This is an optimization exercise on Yosys and OpenROAD, whose aim is small area, a short achievable clock period and few clock cycles, not a production implementation. Function was not checked in any run shown here: the RTL went through the layout flow alone. Power and IR drop assume default switching activity.

File: flow/config.mk
export PLATFORM = sky130hd
export DESIGN_NAME = chillhub_rx
export DESIGN_NICKNAME = chillhub_rx
export VERILOG_FILES = /design/flow/design.v
export SDC_FILE = /design/flow/constraint.sdc
export NUM_CORES = 4
export LEC_CHECK = 0
export CAP_MARGIN = 20
export CORE_MARGIN = 2
export CORE_UTILIZATION = 40
export PLACE_DENSITY = 0.6
export SETUP_SLACK_MARGIN = 2.7
export SLEW_MARGIN = 20
File: flow/constraint.sdc
create_clock -name core_clock -period 5.0 [get_ports {clk}]
set_input_delay 1.0000 -clock core_clock [delete_from_list [all_inputs] [get_ports {clk}]]
set_output_delay 1.0000 -clock core_clock [all_outputs]
set_load 0.01 [all_outputs]
File: flow/design.v
module chillhub_rx (
    input  wire        clk,
    input  wire        rst,
    input  wire        in_valid,
    output wire        in_ready,
    input  wire [1:0]  in_op,       
    input  wire [7:0]  in_data,     
    input  wire [1:0]  in_class,    
    input  wire [15:0] in_cb,       
    output reg         ev_valid,
    output reg  [1:0]  ev_type,     
    output reg  [15:0] ev_cb,
    output wire [1:0]  ev_class,
    output wire [7:0]  ev_symbol,
    output wire [2:0]  ev_kind,
    output wire [7:0]  ev_len,
    output reg  [7:0]  ev_data,
    output reg  [2:0]  ev_code
);
    localparam SLOTS  = 10;
    localparam [7:0] STX = 8'hFF;
    localparam [7:0] ESC = 8'hFE;
    localparam [1:0] C_FRIDGE = 2'd0, C_ALARM = 2'd1, C_TIME = 2'd2, C_CLOUD = 2'd3;
    localparam [2:0] K_U8 = 3'd0, K_BOOL = 3'd1, K_U16 = 3'd2, K_U32 = 3'd3,
                     K_STRING = 3'd4, K_TIME4 = 3'd5;
    localparam [2:0] DG_CHECKSUM = 3'd2, DG_UNKNOWN = 3'd3, DG_FULL = 3'd4;
    localparam [1:0] OP_BYTE = 2'd0, OP_REG = 2'd1, OP_REMOVE = 2'd2;
    localparam [1:0] S_STX = 2'd0, S_LEN = 2'd1, S_PKT = 2'd2;
    integer i;
    reg             q_v;
    reg [1:0]       q_op;
    reg [7:0]       q_d;
    reg [1:0]       q_c;
    reg [15:0]      q_cb;
    reg             q_esc;        
    reg             q_stx;        
    reg             q_lo;         
    reg [SLOTS-1:0] q_hit;        
    reg             rdy;          
    reg [1:0]  rx;
    reg        esc;
    reg [5:0]  k;             
    reg [5:0]  rem;           
    reg [13:0] sum;           
    reg        hi_ok;         
    reg [7:0]  pbuf [3:61];   
    reg        m_alarm;       
    reg        m_time;        
    reg [1:0]  m_cls;
    reg [7:0]  m_sym;
    reg [2:0]  m_kind;
    reg        m_dt_bad;      
    reg [2:0]  m_need;        
    reg        m_drop;        
    reg [5:0]  m_len;         
    reg [5:0]  rd;
    reg [5:0]  left;
    reg        busy;          
    reg              slot_used [0:SLOTS-1];
    reg [7:0]        slot_sym  [0:SLOTS-1];
    reg [1:0]        slot_cls  [0:SLOTS-1];
    reg [15:0]       slot_cb   [0:SLOTS-1];
    reg full;
    reg any_hit;
    reg [SLOTS-1:0] first_free;
    reg seen_free;
    reg [15:0] hit_cb;
    always @(*) begin
        full      = 1'b1;
        any_hit   = 1'b0;
        seen_free = 1'b0;
        hit_cb    = 16'd0;
        for (i = 0; i < SLOTS; i = i + 1) begin
            full          = full & slot_used[i];
            any_hit       = any_hit | q_hit[i];
            hit_cb        = hit_cb | (slot_cb[i] & {16{q_hit[i]}});
            first_free[i] = !slot_used[i] && !seen_free;
            seen_free     = seen_free | !slot_used[i];
        end
    end
    wire fin_state = (rx == S_PKT) && (rem == 6'd0);
    wire stall = busy && (((q_op == OP_BYTE) && fin_state) || ((q_op == OP_REG) && full));
    wire go = q_v && !stall;
    wire is_byte  = go && q_op == OP_BYTE;
    wire is_reg   = go && q_op == OP_REG;
    wire is_rem   = go && q_op == OP_REMOVE;
    wire is_esc   = q_esc && !esc;
    wire lit      = is_byte && rx != S_STX && !is_esc;
    wire len_lit  = lit && rx == S_LEN;
    wire pkt_lit  = lit && rx == S_PKT;
    wire pay_lit  = pkt_lit && rem[5:1] != 5'd0;
    wire hi_lit   = pkt_lit && rem == 6'd1;
    wire fin_lit  = pkt_lit && rem == 6'd0;
    wire dispatch = fin_lit && hi_ok && q_lo && !m_drop && any_hit;
    wire diag     = (fin_lit && !(hi_ok && q_lo && !m_drop && !any_hit)) ||
                    (is_reg && full && !any_hit);
    reg [SLOTS-1:0] set_slot, clr_slot;
    always @(*) begin
        for (i = 0; i < SLOTS; i = i + 1) begin
            set_slot[i] = is_reg && first_free[i] && !any_hit;
            clr_slot[i] = (is_rem || (dispatch && m_time)) && q_hit[i];
        end
    end
    wire       busy_n = busy ? (left != 6'd1) : (dispatch && m_len != 6'd0);
    wire [1:0] rx_n   = (is_byte && rx == S_STX && q_stx) ? S_LEN :
                        (len_lit) ? ((q_d > 8'd62) ? S_STX : S_PKT) :
                        (fin_lit) ? S_STX : rx;
    wire [5:0] rem_n  = len_lit ? q_d[5:0] + 6'd1 : pkt_lit ? rem - 6'd1 : rem;
    wire [13:0] sum_n = len_lit ? 14'd42 : pay_lit ? sum + {6'd0, q_d} : sum;
    reg full_n;
    always @(*) begin
        full_n = 1'b1;
        for (i = 0; i < SLOTS; i = i + 1)
            full_n = full_n & ((slot_used[i] & !clr_slot[i]) | set_slot[i]);
    end
    wire       take_q = rdy;
    wire       q_v_n  = rdy ? in_valid : (q_v && !go);
    wire [1:0] q_op_n = rdy ? in_op : q_op;
    wire stall_n = busy_n && (((q_op_n == OP_BYTE) && rx_n == S_PKT && rem_n == 6'd0) ||
                              ((q_op_n == OP_REG) && full_n));
    wire [7:0] in_key_sym = (in_op == OP_BYTE) ? m_sym : in_data;
    wire [1:0] in_key_cls = (in_op == OP_BYTE) ? m_cls : in_class;
    wire       key_is_q   = (in_key_sym == q_d) && (in_key_cls == q_c);
    reg [SLOTS-1:0] in_hit;
    always @(*) begin
        for (i = 0; i < SLOTS; i = i + 1)
            in_hit[i] = set_slot[i] ? key_is_q :
                        (slot_used[i] && !clr_slot[i] &&
                         slot_sym[i] == in_key_sym && slot_cls[i] == in_key_cls);
    end
    assign in_ready = rdy;
    always @(posedge clk) begin
        if (rst) begin
            q_v <= 1'b0;
            rdy <= 1'b1;
        end else begin
            q_v <= q_v_n;
            rdy <= !q_v_n || !stall_n;
        end
        if (take_q) begin
            q_op  <= in_op;
            q_d   <= in_data;
            q_c   <= in_class;
            q_cb  <= in_cb;
            q_esc <= (in_data == ESC);
            q_stx <= (in_data == STX);
            q_lo  <= (in_data == sum_n[7:0]);
            q_hit <= in_hit;
        end
    end
    assign ev_class  = m_cls;
    assign ev_symbol = m_sym;
    assign ev_kind   = m_kind;
    assign ev_len    = {2'b00, m_len};
    always @(posedge clk) begin
        ev_cb   <= hit_cb;
        ev_data <= pbuf[rd];
        ev_type <= busy ? 2'd1 : dispatch ? 2'd0 : 2'd2;
        ev_code <= !fin_lit ? DG_FULL : (hi_ok && q_lo) ? DG_UNKNOWN : DG_CHECKSUM;
        for (i = 3; i <= 61; i = i + 1)
            if (k == i)
                pbuf[i] <= q_d;
    end
    wire [5:0] n = k - 6'd3;
    always @(posedge clk) begin
        if (hi_lit) begin
            m_len  <= {3'd0, m_need};
            if (k < 6'd3)
                m_drop <= 1'b1;
            else if (m_alarm)
                m_drop <= k < 6'd8;
            else if (m_time)
                m_drop <= k < 6'd7;
            else if (m_kind == K_STRING) begin
                m_drop <= 1'b0;
                m_len  <= n;
            end else
                m_drop <= m_dt_bad || (n < {3'd0, m_need});
        end
    end
    always @(posedge clk) begin
        if (rst) begin
            rx       <= S_STX;
            esc      <= 1'b0;
            ev_valid <= 1'b0;
            busy     <= 1'b0;
            for (i = 0; i < SLOTS; i = i + 1)
                slot_used[i] <= 1'b0;
        end else begin
            ev_valid <= busy || diag;
            busy     <= busy_n;
            rx       <= rx_n;
            rem      <= rem_n;
            sum      <= sum_n;
            if (busy) begin
                rd   <= rd + 6'd1;
                left <= left - 6'd1;
            end
            for (i = 0; i < SLOTS; i = i + 1) begin
                if (is_reg && first_free[i]) begin
                    slot_sym[i] <= q_d;
                    slot_cls[i] <= q_c;
                end
                if (is_reg && (q_hit[i] || first_free[i]))
                    slot_cb[i] <= q_cb;
                if (set_slot[i])
                    slot_used[i] <= 1'b1;
                if (clr_slot[i])
                    slot_used[i] <= 1'b0;
            end
            if (is_byte) begin
                if (rx == S_STX) begin
                    if (q_stx)
                        esc <= 1'b0;
                end else begin
                    esc <= is_esc;
                end
            end
            if (len_lit)
                k <= 6'd0;
            if (pkt_lit) begin
                k <= k + 6'd1;
                if (hi_lit)
                    hi_ok <= (q_d == {2'b00, sum[13:8]});
            end
            if (pay_lit) begin
                if (k == 6'd1) begin
                    m_alarm <= (q_d == 8'h05);
                    m_time  <= (q_d == 8'h07);
                    m_cls   <= (q_d == 8'h05) ? C_ALARM :
                               (q_d == 8'h07) ? C_TIME  :
                               (q_d <= 8'h4F) ? C_FRIDGE : C_CLOUD;
                    m_sym   <= (q_d == 8'h07) ? 8'h00 : q_d;
                end
                if (k == 6'd2) begin
                    m_dt_bad <= 1'b0;
                    case (q_d)
                        8'h03:   begin m_kind <= K_U8;     m_need <= 3'd1; end
                        8'h09:   begin m_kind <= K_BOOL;   m_need <= 3'd1; end
                        8'h05:   begin m_kind <= K_U16;    m_need <= 3'd2; end
                        8'h07:   begin m_kind <= K_U32;    m_need <= 3'd4; end
                        8'h02:   begin m_kind <= K_STRING; m_need <= 3'd0; end
                        default: begin m_kind <= K_U8;     m_need <= 3'd1; m_dt_bad <= 1'b1; end
                    endcase
                    if (m_alarm || m_time) begin
                        m_kind <= K_TIME4;
                        m_need <= 3'd4;
                    end
                end
                if (k == 6'd3 && m_alarm)
                    m_sym <= q_d;
            end
            if (dispatch) begin
                left <= m_len;
                rd   <= m_alarm ? 6'd4 : 6'd3;
            end
        end
    end
endmodule
File: flow/run.sh
#!/bin/bash
# synth_recipe.tcl (not shown) runs the flow's synth.tcl, then flattens the netlist and writes it again
# the make line also repeats each setting of config.mk as NAME=value (left out here)
make -C /OpenROAD-flow-scripts/flow DESIGN_CONFIG=/design/flow/config.mk WORK_HOME=/design/flow/orfs CLKGATE_MAP_FILE= SYNTH_SCRIPT=/design/flow/synth_recipe.tcl finish
==> flow_metrics.py, run 1 <==
metrics = {
    "setup_path": {
        "reg2reg_setup_slack_ns": 2.08,
        "setup.worst_path.class": "register to register",
        "path_max_fanout": 8,
        "r2r-start": "rd[0]",
        "timing.rr.end": "ev_data[7]",
        "start_kind": "register",
        "cp.required_ns": 5.57,
        "critPathArrivalTime_ns": 3.48,
        "critPathCaptureType": "register",
        "reg2regPathDepth": 10,
    },
    "power_and_ir_drop": {
        "clkPwrFrac_pct": 44.5,
        "peakVddDrop_mv": 0.3264,
        "swShare_pct": 20.97,
        "leakagePower_nw": 15.31,
        "power.internal_mw": 12.31,
        "seqPwrFrac_pct": 52.3,
        "switchingPower_mw": 3.267,
        "powerDensity_nw_per_um2": 340.9,
        "p_comb_share_pct": 3.2,
    },
    "timing": {
        "rsz0062_at_grt": "yes",
        "final-setup-viol-count": 0,
        "relSlewSlack_pct": 25.98,
        "hold_ws_ns": 0.4716,
        "fin_tns_setup_ns": 0,
        "setup_ws_ns": 2.084,
        "worstMarginPinSlew_ns": 1.102,
        "slew_viol_final": 0,
        "hold_viol": 0,
        "fin_skew_ns": 0.06008,
        "post-route-period-util_pct": 58.32,
        "finalCriticalPeriod_ns": 2.916,
        "fmax_mhz": 342.9,
    },
    "clock_network": {
        "cts_tree": "built",
        "cts_buffer_depth": 3,
        "h-tree-depth": 3,
        "numCtsBuffers": 91,
        "clockRootBuffer": "clkbuf_16",
        "numClockSinks": 884,
        "hold_buffers": 0,
        "clk_latency_ns": 0.68,
        "clkTransAtPathRegs_ns": 0.06,
    },
    "logic_synthesis": {
        "yosys_register_bits": 884,
        "netlist_top_cells_count": "edfxtp_1, a22oi_1, nor2_1",
        "synth_area_sq_um": 35180,
        "synth.avg_cell_area_sq_um": 15.19,
        "async_reset_ff_share_pct": 0,
        "synth_seq_area_share_pct": 74.09,
        "synth_cells": 2316,
        "yosysWarnings": 30,
        "yosysMostFrequentCell": "edfxtp_1",
        "synth_edf_count": 836,
        "yosys.area.top_type": "edfxtp_1",
        "synthFlopType": "edfxtp_1",
        "synth_top_area_share_pct": 71.35,
        "synth_cell_types": 88,
        "synth_area_leaders": "edfxtp_1, a22oi_1, xor2_1",
    },
    "routing": {
        "firstDrtPassIters": 7,
        "drc": 0,
        "wirelength_mm": 122.4,
        "vias_per_cell": 6.138,
        "vias": 24320,
        "wl_per_cell_um": 30.88,
        "postRouteAntennaNets": 0,
        "drtIter0Drc": 3437,
    },
    "floorplanning": {
        "fp.dieH_um": 300.6,
        "start_util_pct": 40.43,
        "coreArea_sq_um": 87020,
        "fp.dieW_um": 300.6,
        "pin_count": 83,
        "rows": 108,
        "dieArea_sq_um": 90350,
    },
    "cells_and_area": {
        "fill_cells": 7026,
        "area_growth_pct": 29.86,
        "drive_above_1_share_pct": 30.10,
        "diodes": 0,
        "stdcell_area_sq_um": 45690,
        "nets": 2795,
        "postLayoutCoreUtil_pct": 52.50,
    },
    "place": {
        "gp_congestion": 0.9896,
        "dpl_cell_area_sq_um": 38190,
        "place_worst_setup_slack_ns": 0.9408,
        "hpwl_mm": 73.44,
        "numPortBuffers": 80,
    },
    "global_routing": {
        "grt_max_degree": 75,
        "overflow": 0,
        "antenna_found_initial": 3,
        "grt_first_pass_wirelength_mm": 170.5,
        "grt_pass1_vias": 23490,
        "grt_usage_pct": 26.42,
    },
    "run_status": {
        "status": "finished clean",
    },
    "hold_path": {
        "hold_start": "pbuf[3][2]",
        "hold_class": "register to register",
        "holdPathEnd": "ev_data[2]",
        "whs_path_depth": 1,
    },
    "flow_run": {
        "drv_cap": 0,
    },
}
[per-stage QoR]
step	total power, mW	std cells
6_report	15.58	3962
5_1_grt	15.92	3962
4_1_cts	15.56	3901
3_5_place_dp	8.674	3549
3_3_place_gp	8.665	3547
2_1_floorplan	8.515	2317
[worst max-delay path by stage]
stage | start | to | slack, ns | cells after the start
2_1_floorplan | q_d[0] | sum[12] | 1.80 | 10
3_3_place_gp | in_op[1] | q_hit[5] | 1.07 | 9
3_5_place_dp | in_op[1] | q_hit[5] | 0.94 | 9
4_1_cts | rd[0] | ev_data[3] | 2.16 | 11
5_1_grt | rd[0] | ev_data[3] | 2.04 | 11
6_report | rd[0] | ev_data[7] | 2.08 | 10
[logic make-up after synthesis]
logic type / after synthesis / synth area share (%)
buffers and inverters: 137 / 1.551
AO/OA/AOI/OAI: 474 / 9.997
other: 1 / 0.01066
AND/OR/NAND/NOR: 612 / 8.692
XOR/XNOR: 150 / 3.734
flip-flops: 884 / 74.09
adder cells (fa/ha/maj): 26 / 0.9460
multiplexers: 32 / 0.9851
[timing repair]
action	4_1_cts	5_1_grt
setup buffers	162	57
resized for setup	422	134
pin swaps	98	65
setup endpoints to repair	741	646
cloned	28	4
[final cells by class]
cell class | count | area [sq um] | share of cell area, %
clock inverters | 45 | 559.3 | 1.224
well taps | 1155 | 1445 | 3.163
clock buffers | 117 | 2457 | 5.378
multi-input cells | 1303 | 10410 | 22.78
repair buffers | 419 | 4571 | 10.00
inverters | 39 | 153.9 | 0.3368
flip-flops and latches | 884 | 26100 | 57.12
[cell usage in the layout, fill, tap and decap left out, types with 43 or more instances in the layout]
| cell type | n |
|---|---|
| a22oi_1 | 247 |
| buf_12 | 43 |
| buf_4 | 206 |
| buf_6 | 66 |
| clkbuf_16 | 97 |
| edfxtp_1 | 836 |
| nand2_1 | 102 |
| nand3_1 | 46 |
| nand4_1 | 74 |
| nor2_1 | 105 |
| nor2_2 | 46 |
| nor2_4 | 46 |
| xor2_1 | 110 |
[worst max-delay path: stages (launching register included)]
cell,delay [ns]
edfxtp_1,0.51
inv_2,0.12
ha_4,0.21
nand3b_1,0.17
nor2_1,0.11
buf_4,0.23
a222oi_1,0.35
nand3_1,0.21
nor4_2,0.31
nand3_2,0.26
mux2_2,0.34
[sequential cells by signal (all words and copies together), names as in the netlist, 14 cells and up]
signal and cells:
sum 14, slot_cls 20, ev_cb 16, pbuf 472, slot_sym 80, slot_cb 160
q_cb 16
[routing by layer]
metal	up-vias	track usage, %	part of all wire [%]
li1	10020	-	-
met1	12280	35.21	38
met2	1640	41.36	46
met3	372	6.400	11
met4	4	11.41	5.3
met5	-	0	0.022
[power by group through the flow]
stage	combinational, mW	clock [mW]	sequential, mW
after floorplan	0.191	0	8.32
after global placement	0.358	0	8.31
after detailed placement	0.364	0	8.31
after CTS	0.463	6.95	8.15
after global routing	0.525	7.25	8.15
final	0.502	6.92	8.15
==> run 2: changes to the inputs <==
--- a/flow/config.mk
+++ b/flow/config.mk
@@ -11,3 +11,3 @@
 export PLACE_DENSITY = 0.6
-export SETUP_SLACK_MARGIN = 2.7
+export SETUP_SLACK_MARGIN = 2.4
 export SLEW_MARGIN = 20
==> flow_metrics.py, run 2 <==
metrics = {
    "run_status": {
        "status": "finished clean",
    },
    "timing": {
        "fin_skew_ns": 0.06428,
        "worstMarginPinSlew_ns": 1.124,
        "slew_viol_final": 0,
        "final-setup-viol-count": 0,
        "relSlewSlack_pct": 25.05,
        "post-route-period-util_pct": 58.87,
        "hold_viol": 0,
        "fmax_mhz": 339.7,
        "finalCriticalPeriod_ns": 2.944,
        "fin_tns_setup_ns": 0,
        "rsz0062_at_grt": "yes",
    },
    "logic_synthesis": {
        "synthFlopType": "edfxtp_1",
        "synth_edf_count": 836,
        "yosysWarnings": 30,
        "yosys_register_bits": 884,
        "synth_top_area_share_pct": 71.35,
        "async_reset_ff_share_pct": 0,
        "synth_area_sq_um": 35180,
        "synth_seq_area_share_pct": 74.09,
        "netlist_top_cells_count": "edfxtp_1, a22oi_1, nor2_1",
        "yosys.area.top_type": "edfxtp_1",
        "synth_cell_types": 88,
        "synth_cells": 2316,
        "synth_area_leaders": "edfxtp_1, a22oi_1, xor2_1",
        "synth.avg_cell_area_sq_um": 15.19,
        "yosysMostFrequentCell": "edfxtp_1",
    },
    "routing": {
        "vias_per_cell": 6.084,
        "drc": 0,
        "drtIter0Drc": 3266,
        "vias": 23610,
        "postRouteAntennaNets": 0,
        "wl_per_cell_um": 30.29,
        "wirelength_mm": 117.6,
        "firstDrtPassIters": 9,
    },
    "cells_and_area": {
        "largest_reg_flops": 472,
        "area_growth_pct": 25.25,
        "postLayoutCoreUtil_pct": 50.64,
        "reg_top3": "pbuf x472, slot_cb x160, slot_sym x80",
        "final_cell_mix": "edfxtp_1, a22oi_1, buf_4",
        "nets": 2707,
        "mostFrequentLayoutCell": "edfxtp_1",
        "drive_above_1_share_pct": 25.41,
        "fin_cells": 3881,
        "fill_cells": 7182,
        "largest_register": "pbuf",
        "stdcell_area_sq_um": 44070,
    },
    "power_and_ir_drop": {
        "switchingPower_mw": 3.192,
        "leakagePower_nw": 14.61,
        "power.internal_mw": 12.43,
        "p_comb_share_pct": 2.8,
        "clkPwrFrac_pct": 45.0,
        "total_power_mw": 15.63,
        "powerDensity_nw_per_um2": 354.6,
        "swShare_pct": 20.42,
        "seqPwrFrac_pct": 52.2,
        "peakVddDrop_mv": 0.2940,
    },
    "floorplanning": {
        "pin_count": 83,
        "rows": 108,
        "fp.dieH_um": 300.6,
        "dieArea_sq_um": 90350,
        "fp.dieW_um": 300.6,
        "start_util_pct": 40.43,
        "coreArea_sq_um": 87020,
    },
    "clock_network": {
        "clkTransAtPathRegs_ns": 0.06,
        "clockRootBuffer": "clkbuf_16",
        "h-tree-depth": 3,
        "cts_buffer_depth": 3,
        "cts_tree": "built",
        "numCtsBuffers": 91,
        "numClockSinks": 884,
        "hold_buffers": 0,
        "clk_latency_ns": 0.66,
    },
    "flow_run": {
        "drv_cap": 0,
    },
    "setup_path": {
        "start_kind": "register",
        "cp.required_ns": 5.55,
        "setup.worst_path.class": "register to register",
        "critPathArrivalTime_ns": 3.50,
        "path_max_fanout": 8,
        "critPathCaptureType": "register",
    },
    "global_routing": {
        "grt_usage_pct": 25.50,
        "grt_max_degree": 78,
        "overflow": 0,
        "grt_first_pass_wirelength_mm": 165.4,
        "grt_pass1_vias": 22660,
        "antenna_found_initial": 4,
    },
    "place": {
        "gp_congestion": 0.9856,
        "numPortBuffers": 80,
        "hpwl_mm": 73.41,
        "dp_cells": 3549,
        "dpl_cell_area_sq_um": 38030,
    },
    "hold_path": {
        "hold_class": "register to register",
    },
}
-- run 2: cell counts after synthesis --
No cell type changed its count.
-- run 2: repair_timing --
action                     in CTS  in global routing
pin swaps                      93                 58
setup endpoints to repair     443                435
setup buffers                 118                 41
cloned                          1                  3
resized for setup             228                125
-- run 2: final cells by class --
cell class / instances / area (sq um) / share of cell area, %
Sequential cell: 884 / 26080 / 59.17
Multi-Input combinational cell: 1300 / 10110 / 22.94
Timing Repair Buffer: 334 / 3154 / 7.158
Clock buffer: 109 / 2397 / 5.440
Tap cell: 1155 / 1445 / 3.279
Clock inverter: 57 / 720.7 / 1.635
Inverter: 39 / 160.2 / 0.3634
Antenna cell: 3 / 7.507 / 0.01704
-- run 2: routing by layer --
metal | track usage, % | wire length (um)
met5 | 0 | 11
met4 | 9.761 | 5043
met3 | 6.255 | 13030
met2 | 39.23 | 53230
met1 | 35.05 | 46260
-- run 2: worst paths after layout --
path | start | endpoint | slack (ns) | depth (start not counted)
worst max-delay path | rd[1] | ev_data[5] | 2.06 | 11
worst min-delay path | pbuf[3][2] | ev_data[2] | 0.47 | 1
worst max register to register | rd[1] | ev_data[5] | 2.06 | 11
worst min register to register | pbuf[3][2] | ev_data[2] | 0.47 | 1
-- run 2: cells by family (layout without fill, tap and decap cells) --
| kind of cell | Yosys count | after routing | synth area share (%) |
|---|---|---|---|
| flip-flops | 884 | 884 | 74.09 |
| AND/OR/NAND/NOR | 612 | 615 | 8.692 |
| AO/OA/AOI/OAI | 474 | 475 | 9.997 |
| XOR/XNOR | 150 | 150 | 3.734 |
| buffers and inverters | 137 | 539 | 1.551 |
| multiplexers | 32 | 32 | 0.9851 |
| adder cells (fa/ha/maj) | 26 | 26 | 0.9460 |
| other | 1 | 5 | 0.01066 |
-- run 2: through the flow --
stage	worst slack, ns	hold slack, ns
global placement	1.122	0.4626
floorplan	1.788	0.3909
global route	2.054	0.4851
CTS	2.218	0.4761
detailed placement	1.097	0.4586
finish	2.056	0.4699
-- run 2: power groups by stage --
stage	clock, mW	combinational [mW]	sequential [mW]
floorplan	0	0.182	8.32
global placement	0	0.361	8.31
detailed placement	0	0.367	8.31
CTS	7.10	0.422	8.15
global route	7.39	0.470	8.15
finish	7.03	0.445	8.15
-- run 2: critical path, stage by stage, from the launching register on --
cell,delay [ns]
edfxtp_1,0.49
buf_6,0.15
inv_6,0.04
ha_4,0.19
nand3b_1,0.26
buf_4,0.19
nor2_4,0.09
a22oi_2,0.23
nand4_1,0.30
nor4_4,0.47
nand3_1,0.14
mux2_2,0.27

## static timing again, ports no longer ideal
No port has a modelled driver above. Below, the same layouts with a new extraction and two added sets of constraints. Step 1 (the two cells are an assumption about what drives the block):
set clk [get_ports {clk}]
set_driving_cell -lib_cell sky130_fd_sc_hd__clkbuf_16 $clk
set_driving_cell -lib_cell sky130_fd_sc_hd__buf_2 [delete_from_list [all_inputs] $clk]
Step 2 moves the port delays by t, midway between the first and last clock arrival at a register: inputs arrive t later, outputs are due t later. That takes back most of the time a late clock gives input paths. Slacks: ideal / step 1 / step 2; pairs: ideal / step 1.
run	t, ns	slack for setup (ns)	worst hold slack (ns)	clock arrival spread, ns	pins driven straight from the clock port
run 1	0.724	2.084 / 2.084 / 1.615	0.472 / 0.472 / 0.472	0.062 / 0.063	1
run 2	0.691	2.056 / 2.056 / 1.797	0.470 / 0.470 / 0.470	0.067 / 0.067	1
After both steps every run listed still meets setup and hold. The setup slack of run 1, which loses most, moves by 0.000 ns with the drivers and by -0.469 ns with both steps.
